This is an optimization exercise on Yosys and OpenROAD, whose aim is small area, a short achievable clock period and few clock cycles per item, not a production implementation.

==> wip/onyx <==
// aes256_cbc
module aes256_cbc #(
  parameter [127:0] IV0 = 128'h0102030405060708090a0b0c0d0e0f10
) (
  input  wire         clk,
  input  wire         rst,         
  input  wire         in_valid,
  output wire         in_ready,
  input  wire [1:0]   in_op,
  input  wire         in_first,
  input  wire [127:0] in_data,
  input  wire [255:0] in_key,
  output wire         out_valid,
  input  wire         out_ready,
  output wire [127:0] out_data,
  output wire [1:0]   out_err
);
==> flow/config.mk <==
export PLATFORM = sky130hd
export DESIGN_NAME = aes256_cbc
export DESIGN_NICKNAME = aes256_cbc
export VERILOG_FILES = /design/flow/design.v
export SDC_FILE = /design/flow/constraint.sdc
export NUM_CORES = 8
export LEC_CHECK = 0
export CAP_MARGIN = 20
export CORE_MARGIN = 2
export CORE_UTILIZATION = 45
export PLACE_DENSITY = 0.6
export SETUP_SLACK_MARGIN = 3
export SLEW_MARGIN = 20
export SYNTH_HIERARCHICAL = 1
export SYNTH_MINIMUM_KEEP_SIZE = 0
==> flow/constraint.sdc <==
create_clock -name core_clock -period 11.0 [get_ports {clk}]
set_input_delay 2.2000 -clock core_clock [delete_from_list [all_inputs] [get_ports {clk}]]
set_output_delay 2.2000 -clock core_clock [all_outputs]
set_load 0.01 [all_outputs]
run.sh (not shown) runs the stock make flow with config.mk's settings and CLKGATE_MAP_FILE= SYNTH_SCRIPT=/design/flow/synth_recipe.tcl, a recipe that flattens the netlist after the stock synthesis.
==> wip/umber (differences from wip/onyx) <==
--- a/flow/design.v
+++ b/flow/design.v
@@ -1,11 +1,50 @@
 module sb_xor  (input wire a, input wire b, output wire y); assign y = a ^ b;    endmodule
 module sb_xnor (input wire a, input wire b, output wire y); assign y = ~(a ^ b); endmodule
 module sb_and  (input wire a, input wire b, output wire y); assign y = a & b;    endmodule
+module sb_ao21 (input wire a, input wire b, input wire c, output wire y); assign y = (a & b) | c; endmodule
+module sb_ao22 (input wire a, input wire b, input wire c, input wire d, output wire y);
+  assign y = (a & b) | (c & d);
+endmodule
+module sb_mux2 (input wire s, input wire a, input wire b, output wire y); assign y = s ? b : a; endmodule
+module sb_ainvx (input wire [7:0] x, input wire [7:0] m, output wire [7:0] y);
+  wire t7, u7;
+  sb_xor g7a (.a(x[6]), .b(x[4]), .y(t7));
+  sb_xor  g7b (.a(x[1]), .b(m[7]), .y(u7));
+  sb_xor g7c (.a(t7), .b(u7), .y(y[7]));
+  wire t6, u6;
+  sb_xor g6a (.a(x[5]), .b(x[3]), .y(t6));
+  sb_xor  g6b (.a(x[0]), .b(m[6]), .y(u6));
+  sb_xor g6c (.a(t6), .b(u6), .y(y[6]));
+  wire t5, u5;
+  sb_xor g5a (.a(x[7]), .b(x[4]), .y(t5));
+  sb_xor  g5b (.a(x[2]), .b(m[5]), .y(u5));
+  sb_xor g5c (.a(t5), .b(u5), .y(y[5]));
+  wire t4, u4;
+  sb_xor g4a (.a(x[6]), .b(x[3]), .y(t4));
+  sb_xor  g4b (.a(x[1]), .b(m[4]), .y(u4));
+  sb_xor g4c (.a(t4), .b(u4), .y(y[4]));
+  wire t3, u3;
+  sb_xor g3a (.a(x[5]), .b(x[2]), .y(t3));
+  sb_xor  g3b (.a(x[0]), .b(m[3]), .y(u3));
+  sb_xor g3c (.a(t3), .b(u3), .y(y[3]));
+  wire t2, u2;
+  sb_xor g2a (.a(x[7]), .b(x[4]), .y(t2));
+  sb_xnor g2b (.a(x[1]), .b(m[2]), .y(u2));
+  sb_xor g2c (.a(t2), .b(u2), .y(y[2]));
+  wire t1, u1;
+  sb_xor g1a (.a(x[6]), .b(x[3]), .y(t1));
+  sb_xor  g1b (.a(x[0]), .b(m[1]), .y(u1));
+  sb_xor g1c (.a(t1), .b(u1), .y(y[1]));
+  wire t0, u0;
+  sb_xor g0a (.a(x[7]), .b(x[5]), .y(t0));
+  sb_xnor g0b (.a(x[2]), .b(m[0]), .y(u0));
+  sb_xor g0c (.a(t0), .b(u0), .y(y[0]));
+endmodule
 module sb_inv4 (input wire m20, input wire m21, input wire m22, input wire m23,
                 output wire m37, output wire m38, output wire m39, output wire m40, output wire m41,
                 output wire m42, output wire m43, output wire m44, output wire m45);
   wire m24 = m22 ^ m23;
   wire m25 = m22 & m20;
   wire m26 = m21 ^ m25;
   wire m27 = m20 ^ m21;
   wire m28 = m23 ^ m25;
@@ -796,93 +835,127 @@
   wire [127:0] q_enc;
   generate
     for (g = 0; g < 4; g = g + 1) begin : g_emix
       aes_enc_mix u_em (.x(sr[32*g +: 32]), .k(rkey[32*g +: 32]), .y(q_enc[32*g +: 32]));
     end
   endgenerate
   assign ka = alin_all(rkey);
   wire [127:0] xs    = isr;                       
-  wire [127:0] z     = ainv_all(xs);              
   wire [127:0] q_dec;
   generate
     for (g = 0; g < 4; g = g + 1) begin : g_dmix
       aes_dec_mix u_dm (.x(xs[32*g +: 32]), .y(q_dec[32*g +: 32]));
     end
   endgenerate
-  wire [127:0] q_last = dec ? (z ^ mask) : (sr ^ rkey);
-  wire [31:0] ks_in  = rkey[31:0];
-  wire [31:0] ks_rot = rnd[0] ? {ks_in[23:0], ks_in[31:24]} : ks_in;
+  wire [127:0] qe_l, qd_l;
+  generate
+    for (g = 0; g < 16; g = g + 1) begin : g_last
+      sb_ainvx u_ai (.x(xs[8*g +: 8]), .m(mask[8*g +: 8]), .y(qd_l[8*g +: 8]));
+    end
+    for (g = 0; g < 128; g = g + 1) begin : g_laste
+      sb_xor u_qe (.a(sr[g]), .b(rkey[g]), .y(qe_l[g]));
+    end
+  endgenerate
   wire [31:0] ks_sub;
   generate
     for (g = 0; g < 4; g = g + 1) begin : g_ksbox
-      aes_sbox u_ksb (.a(ks_rot[8*g +: 8]), .y(ks_sub[8*g +: 8]));
+      aes_sbox u_ksb (.a(rkey[8*g +: 8]), .y(ks_sub[8*g +: 8]));
     end
   endgenerate
   reg [7:0] rcon;
   always @(*) begin
     case (rnd)
       4'd1:    rcon = 8'h01;
       4'd3:    rcon = 8'h02;
       4'd5:    rcon = 8'h04;
       4'd7:    rcon = 8'h08;
       4'd9:    rcon = 8'h10;
       4'd11:   rcon = 8'h20;
       4'd13:   rcon = 8'h40;
       default: rcon = 8'h00;
     endcase
   end
-  wire [31:0]  kt = ks_sub ^ {rcon, 24'h0};
-  wire [31:0]  e0 = wa[127:96] ^ kt;
-  wire [31:0]  e1 = wa[95:64] ^ (dec ? wa[127:96] : e0);
-  wire [31:0]  e2 = wa[63:32] ^ (dec ? wa[95:64]  : e1);
-  wire [31:0]  e3 = wa[31:0]  ^ (dec ? wa[63:32]  : e2);
-  wire [255:0] w_step = {rkey, e0, e1, e2, e3};
+  wire [31:0]  kt;
+  wire [127:0] f;
+  wire [31:0]  p0 = wa[127:96] ^ {rcon, 24'h0};
+  wire [31:0]  p1 = wa[95:64] ^ p0;
+  wire [31:0]  p2 = wa[63:32] ^ p1;
+  wire [31:0]  p3 = wa[31:0]  ^ p2;
+  wire [127:0] kp = {p0, p1, p2, p3};
+  wire [127:0] kc = {32'h0, wa[95:64] ^ wa[127:96], wa[63:32] ^ wa[95:64], wa[31:0] ^ wa[63:32]};
+  wire [31:0]  ks_rot = {ks_sub[23:0], ks_sub[31:24]};
+  generate
+    for (g = 0; g < 32; g = g + 1) begin : g_kt
+      sb_mux2 u_kt (.s(rnd[0]), .a(ks_sub[g]), .b(ks_rot[g]), .y(kt[g]));
+    end
+    for (g = 0; g < 128; g = g + 1) begin : g_kf
+      sb_xor u_kf (.a(kp[g]), .b(kt[g % 32]), .y(f[g]));
+    end
+  endgenerate
   wire         chain_now = fin && is_enc && !parked;    
-  wire [127:0] cv     = chain_now ? q_last : chain;      
-  wire [127:0] xin    = in_first ? IV0 : cv;
   wire         new_enc = (in_op == OP_ENC) && aesv;
   wire         new_dec = (in_op == OP_DEC) && aesv;
   wire [255:0] kstart = (new_dec && !(busy && is_kexp)) ? kn : k0;
   wire [127:0] kin    = in_data ^ kstart[255:128];
   wire [127:0] init_d = ainv_all(kin);                   
   wire         use_sr = chain_now && !in_first;
   wire [127:0] qe     = kin ^ (in_first ? IV0 : chain_now ? rkey : chain);
-  wire [127:0] init_e = qe ^ (sr & {128{use_sr}});
   wire         s_d    = dec && !accept;
   wire         s_e    = !dec && !accept;
   wire         s_id   = accept && new_dec;
   wire         s_ie   = accept && !new_dec;
+  wire [127:0] sr_use, init_e, st_a, st_b, st_next;
+  generate
+    for (g = 0; g < 128; g = g + 1) begin : g_next
+      sb_and  u_su (.a(sr[g]), .b(use_sr), .y(sr_use[g]));
+      sb_xor  u_ie (.a(sr_use[g]), .b(qe[g]), .y(init_e[g]));
+      sb_ao22 u_sa (.a(s_id), .b(init_d[g]), .c(s_ie), .d(init_e[g]), .y(st_a[g]));
+      sb_ao21 u_sb (.a(s_e), .b(q_enc[g]), .c(st_a[g]), .y(st_b[g]));
+      sb_ao21 u_sc (.a(s_d), .b(q_dec[g]), .c(st_b[g]), .y(st_next[g]));
+    end
+  endgenerate
   wire         load_w = (accept && (new_enc || new_dec)) || (busy && is_kexp && rnd == 4'd0);
+  wire [127:0] w_lo_e = load_w ? kstart[127:0] : (kc & {128{dec}});
+  wire         sel_f0 = !load_w;
+  wire         sel_f  = !load_w && !dec;
+  wire [127:0] w_lo;
+  generate
+    for (g = 0; g < 128; g = g + 1) begin : g_wlo
+      sb_ao21 u_w (.a(g >= 96 ? sel_f0 : sel_f), .b(f[g]), .c(w_lo_e[g]), .y(w_lo[g]));
+    end
+  endgenerate
+  wire         acc_dec = accept && new_dec;
+  wire [127:0] q_l    = is_dec ? qd_l : qe_l;
+  wire [127:0] m_next = acc_dec ? (in_first ? IV0 : chain_now ? qe_l : chain) : q_l;
+  wire [127:0] o_next = !(is_enc || is_dec) ? 128'h0 : parked ? mask : q_l;
   always @(posedge clk) begin
-    state <= ({128{s_d}} & q_dec) | ({128{s_e}} & q_enc) | ({128{s_id}} & init_d) |
-             ({128{s_ie}} & init_e);
-    w <= load_w ? kstart : w_step;
+    state <= st_next;
+    w <= {load_w ? kstart[255:128] : rkey, w_lo};
     if (accept && in_op == OP_KEXP) k0 <= in_key;
-    if (kn_pending && !is_dec && rnd == 4'd13) kn <= {e0, e1, e2, e3, rkey};
-    if (accept && new_dec)          mask <= xin;
-    else if (park)                  mask <= q_last;
+    if (kn_pending && !is_dec && rnd == 4'd13) kn <= {f, rkey};
+    if (acc_dec || park)            mask <= m_next;
   end
   always @(posedge clk) begin
     if (rst) begin
       busy   <= 1'b0;
       parked <= 1'b0;
       kn_pending <= 1'b0;
       aesv   <= 1'b0;
       ovalid <= 1'b0;
       chain  <= IV0;
     end else begin
       if (fin) begin
         ovalid <= 1'b1;
-        obuf   <= !(is_enc || is_dec) ? 128'h0 : parked ? mask : q_last;
+        obuf   <= o_next;
         oerr   <= err;
       end else if (out_ready) begin
         ovalid <= 1'b0;
       end
-      if (at_end && is_enc) chain <= q_last;
+      if (at_end && is_enc) chain <= qe_l;
       if (park) parked <= 1'b1;
       if (fin) begin
         busy   <= 1'b0;
         parked <= 1'b0;
       end
       rnd <= is_dec ? rnd - 4'd1 : rnd + 4'd1;
       if (kn_pending && !is_dec && rnd == 4'd13) kn_pending <= 1'b0;
       if (accept) begin
==> flow/config.mk (replaced) <==
export PLATFORM = sky130hd
export DESIGN_NAME = aes256_cbc
export DESIGN_NICKNAME = aes256_cbc
export VERILOG_FILES = /design/flow/design.v
export SDC_FILE = /design/flow/constraint.sdc
export NUM_CORES = 8
export LEC_CHECK = 0
export CAP_MARGIN = 30
export CORE_MARGIN = 2
export CORE_UTILIZATION = 45
export PLACE_DENSITY = 0.6
export SETUP_SLACK_MARGIN = 4.5
export SLEW_MARGIN = 35
export SYNTH_HIERARCHICAL = 1
export SYNTH_MINIMUM_KEEP_SIZE = 0
==> wip/xenon (differences from wip/onyx) <==
--- a/flow/design.v
+++ b/flow/design.v
@@ -1,11 +1,15 @@
 module sb_xor  (input wire a, input wire b, output wire y); assign y = a ^ b;    endmodule
 module sb_xnor (input wire a, input wire b, output wire y); assign y = ~(a ^ b); endmodule
 module sb_and  (input wire a, input wire b, output wire y); assign y = a & b;    endmodule
+module sb_ao21 (input wire a, input wire b, input wire c, output wire y); assign y = (a & b) | c; endmodule
+module sb_ao22 (input wire a, input wire b, input wire c, input wire d, output wire y);
+  assign y = (a & b) | (c & d);
+endmodule
 module sb_inv4 (input wire m20, input wire m21, input wire m22, input wire m23,
                 output wire m37, output wire m38, output wire m39, output wire m40, output wire m41,
                 output wire m42, output wire m43, output wire m44, output wire m45);
   wire m24 = m22 ^ m23;
   wire m25 = m22 & m20;
   wire m26 = m21 ^ m25;
   wire m27 = m20 ^ m21;
   wire m28 = m23 ^ m25;
@@ -804,62 +808,72 @@
   wire [127:0] z     = ainv_all(xs);              
   wire [127:0] q_dec;
   generate
     for (g = 0; g < 4; g = g + 1) begin : g_dmix
       aes_dec_mix u_dm (.x(xs[32*g +: 32]), .y(q_dec[32*g +: 32]));
     end
   endgenerate
   wire [127:0] q_last = dec ? (z ^ mask) : (sr ^ rkey);
-  wire [31:0] ks_in  = rkey[31:0];
-  wire [31:0] ks_rot = rnd[0] ? {ks_in[23:0], ks_in[31:24]} : ks_in;
   wire [31:0] ks_sub;
   generate
     for (g = 0; g < 4; g = g + 1) begin : g_ksbox
-      aes_sbox u_ksb (.a(ks_rot[8*g +: 8]), .y(ks_sub[8*g +: 8]));
+      aes_sbox u_ksb (.a(rkey[8*g +: 8]), .y(ks_sub[8*g +: 8]));
     end
   endgenerate
   reg [7:0] rcon;
   always @(*) begin
     case (rnd)
       4'd1:    rcon = 8'h01;
       4'd3:    rcon = 8'h02;
       4'd5:    rcon = 8'h04;
       4'd7:    rcon = 8'h08;
       4'd9:    rcon = 8'h10;
       4'd11:   rcon = 8'h20;
       4'd13:   rcon = 8'h40;
       default: rcon = 8'h00;
     endcase
   end
-  wire [31:0]  kt = ks_sub ^ {rcon, 24'h0};
-  wire [31:0]  e0 = wa[127:96] ^ kt;
-  wire [31:0]  e1 = wa[95:64] ^ (dec ? wa[127:96] : e0);
-  wire [31:0]  e2 = wa[63:32] ^ (dec ? wa[95:64]  : e1);
-  wire [31:0]  e3 = wa[31:0]  ^ (dec ? wa[63:32]  : e2);
+  wire [31:0]  kt = rnd[0] ? {ks_sub[23:0], ks_sub[31:24]} : ks_sub;    
+  wire [31:0]  p0 = wa[127:96] ^ {rcon, 24'h0};
+  wire [31:0]  p1 = wa[95:64] ^ p0;
+  wire [31:0]  p2 = wa[63:32] ^ p1;
+  wire [31:0]  p3 = wa[31:0]  ^ p2;
+  wire [31:0]  e0 = p0 ^ kt;
+  wire [31:0]  e1 = dec ? (wa[95:64] ^ wa[127:96]) : (p1 ^ kt);
+  wire [31:0]  e2 = dec ? (wa[63:32] ^ wa[95:64])  : (p2 ^ kt);
+  wire [31:0]  e3 = dec ? (wa[31:0]  ^ wa[63:32])  : (p3 ^ kt);
   wire [255:0] w_step = {rkey, e0, e1, e2, e3};
   wire         chain_now = fin && is_enc && !parked;    
   wire [127:0] cv     = chain_now ? q_last : chain;      
   wire [127:0] xin    = in_first ? IV0 : cv;
   wire         new_enc = (in_op == OP_ENC) && aesv;
   wire         new_dec = (in_op == OP_DEC) && aesv;
   wire [255:0] kstart = (new_dec && !(busy && is_kexp)) ? kn : k0;
   wire [127:0] kin    = in_data ^ kstart[255:128];
   wire [127:0] init_d = ainv_all(kin);                   
   wire         use_sr = chain_now && !in_first;
   wire [127:0] qe     = kin ^ (in_first ? IV0 : chain_now ? rkey : chain);
-  wire [127:0] init_e = qe ^ (sr & {128{use_sr}});
   wire         s_d    = dec && !accept;
   wire         s_e    = !dec && !accept;
   wire         s_id   = accept && new_dec;
   wire         s_ie   = accept && !new_dec;
+  wire [127:0] sr_use, init_e, st_a, st_b, st_next;
+  generate
+    for (g = 0; g < 128; g = g + 1) begin : g_next
+      sb_and  u_su (.a(sr[g]), .b(use_sr), .y(sr_use[g]));
+      sb_xor  u_ie (.a(sr_use[g]), .b(qe[g]), .y(init_e[g]));
+      sb_ao22 u_sa (.a(s_id), .b(init_d[g]), .c(s_ie), .d(init_e[g]), .y(st_a[g]));
+      sb_ao21 u_sb (.a(s_e), .b(q_enc[g]), .c(st_a[g]), .y(st_b[g]));
+      sb_ao21 u_sc (.a(s_d), .b(q_dec[g]), .c(st_b[g]), .y(st_next[g]));
+    end
+  endgenerate
   wire         load_w = (accept && (new_enc || new_dec)) || (busy && is_kexp && rnd == 4'd0);
   always @(posedge clk) begin
-    state <= ({128{s_d}} & q_dec) | ({128{s_e}} & q_enc) | ({128{s_id}} & init_d) |
-             ({128{s_ie}} & init_e);
+    state <= st_next;
     w <= load_w ? kstart : w_step;
     if (accept && in_op == OP_KEXP) k0 <= in_key;
     if (kn_pending && !is_dec && rnd == 4'd13) kn <= {e0, e1, e2, e3, rkey};
     if (accept && new_dec)          mask <= xin;
     else if (park)                  mask <= q_last;
   end
   always @(posedge clk) begin
     if (rst) begin
==> flow/config.mk (replaced) <==
export PLATFORM = sky130hd
export DESIGN_NAME = aes256_cbc
export DESIGN_NICKNAME = aes256_cbc
export VERILOG_FILES = /design/flow/design.v
export SDC_FILE = /design/flow/constraint.sdc
export NUM_CORES = 8
export LEC_CHECK = 0
export CAP_MARGIN = 30
export CORE_MARGIN = 2
export CORE_UTILIZATION = 45
export PLACE_DENSITY = 0.6
export SETUP_SLACK_MARGIN = 4
export SLEW_MARGIN = 35
export SYNTH_HIERARCHICAL = 1
export SYNTH_MINIMUM_KEEP_SIZE = 0
==> wip/cedar (differences from wip/onyx) <==
==> flow/config.mk (replaced) <==
export PLATFORM = sky130hd
export DESIGN_NAME = aes256_cbc
export DESIGN_NICKNAME = aes256_cbc
export VERILOG_FILES = /design/flow/design.v
export SDC_FILE = /design/flow/constraint.sdc
export NUM_CORES = 8
export LEC_CHECK = 0
export CAP_MARGIN = 20
export CORE_MARGIN = 2
export CORE_UTILIZATION = 45
export PLACE_DENSITY = 0.6
export SETUP_SLACK_MARGIN = 4
export SLEW_MARGIN = 20
export SYNTH_HIERARCHICAL = 1
export SYNTH_MINIMUM_KEEP_SIZE = 0
==> notes <==
Non-clock buffer count: wip/xenon < wip/onyx < wip/umber < wip/cedar.
Register-to-register slack, lowest first: wip/onyx, wip/cedar, wip/xenon, wip/umber.
Design area: wip/onyx < wip/xenon < wip/cedar < wip/umber.
Sequential share of layout area, lowest first: wip/umber, wip/cedar, wip/xenon, wip/onyx.
Against wip/umber, the die area of wip/onyx is smaller by about 2.1%.
Against wip/cedar, the utilization of wip/onyx is lower by 2.1 points.
Final cell count, lowest first: wip/onyx, wip/cedar, wip/xenon, wip/umber.
==> figures <==
| item | wip/xenon | wip/umber | wip/onyx | wip/cedar |
|---|---|---|---|---|
| Run status | timing/DRC/antenna clean | timing/DRC/antenna clean | timing/DRC/antenna clean | timing/DRC/antenna clean |
| Met2 GRT Util | 54.4% | 51.2% | 55.5% | 54.0% |
| Post-CTS setup repair buffer count | 13 | 41 | 2 | 54 |
| Cell seen most often among critical-path stages | xor2_1 | - | xor2_1 | xor2_1 |
| Post-Layout Cell Count | 15700 | 16000 | 15200 | 15400 |
| Logic depth of the worst path, buffers included | 19 | 13 | 23 | 24 |
| Final clock period utilization by the worst path | 62.4% | 58.5% | 70.9% | 63.4% |
| Layout-stage area growth over the synthesis result | 13.8% | 16.6% | 12.7% | 17.4% |
| Slew at the pin with the worst max-slew slack | 1.14 ns | 1.08 ns | 1.27 ns | 1.19 ns |
| Post-synthesis share of cell area spent on full adders, half adders and majority gates | 0.0561% | 0.0553% | 0.0565% | 0.0565% |
| Number of tap cells added at floorplan | 3312 | 3348 | 3220 | 3220 |
| Path depth of the worst reg2reg path | 19 | 23 | 23 | 24 |
| Startpoint of the most critical setup path | w[21]$_DFF_P_ | in_op[1] | state[52]$_DFF_P_ | state[65]$_DFF_P_ |
| Buffering overhead | 6.44% | 7.06% | 6.60% | 7.29% |
| Per-cell via count in the routed design | 5.81 | 5.94 | 5.85 | 5.83 |
No run of this note included a check of the RTL's function; only the layout flow was run.

==> port drivers added, routing unchanged <==
Ports are ideal in the flow. The routed layouts listed here were re-timed in OpenROAD. Step 1: set_driving_cell puts a clkbuf_16 on clk and a buf_2 on each other input, an assumption about the parent block. Step 2 also shifts input and output timing later by t, the mid clock arrival at the registers, as if the neighbouring blocks saw the same clock. Three values: ideal, step 1, step 2; two values: the first two.
| run | t, ns | setup WS [ns] | hold slack, ns | latest minus earliest clock arrival (ns) |
|---|---|---|---|---|
| wip/onyx | 0.955 | 3.197 / 3.197 / 3.197 | 0.428 / 0.428 / 0.428 | 0.056 / 0.056 |
| wip/umber | 0.950 | 4.565 / 4.531 / 3.581 | 0.427 / 0.427 / 0.427 | 0.098 / 0.098 |
| wip/xenon | 0.940 | 4.131 / 4.131 / 3.710 | 0.430 / 0.430 / 0.430 | 0.072 / 0.072 |
| wip/cedar | 0.947 | 4.026 / 4.026 / 3.651 | 0.434 / 0.434 / 0.434 | 0.075 / 0.076 |
After both steps setup and hold are still met in every run listed. For wip/umber, which loses most, drivers alone change the setup slack by -0.034 ns; drivers and shift together by -0.984 ns.
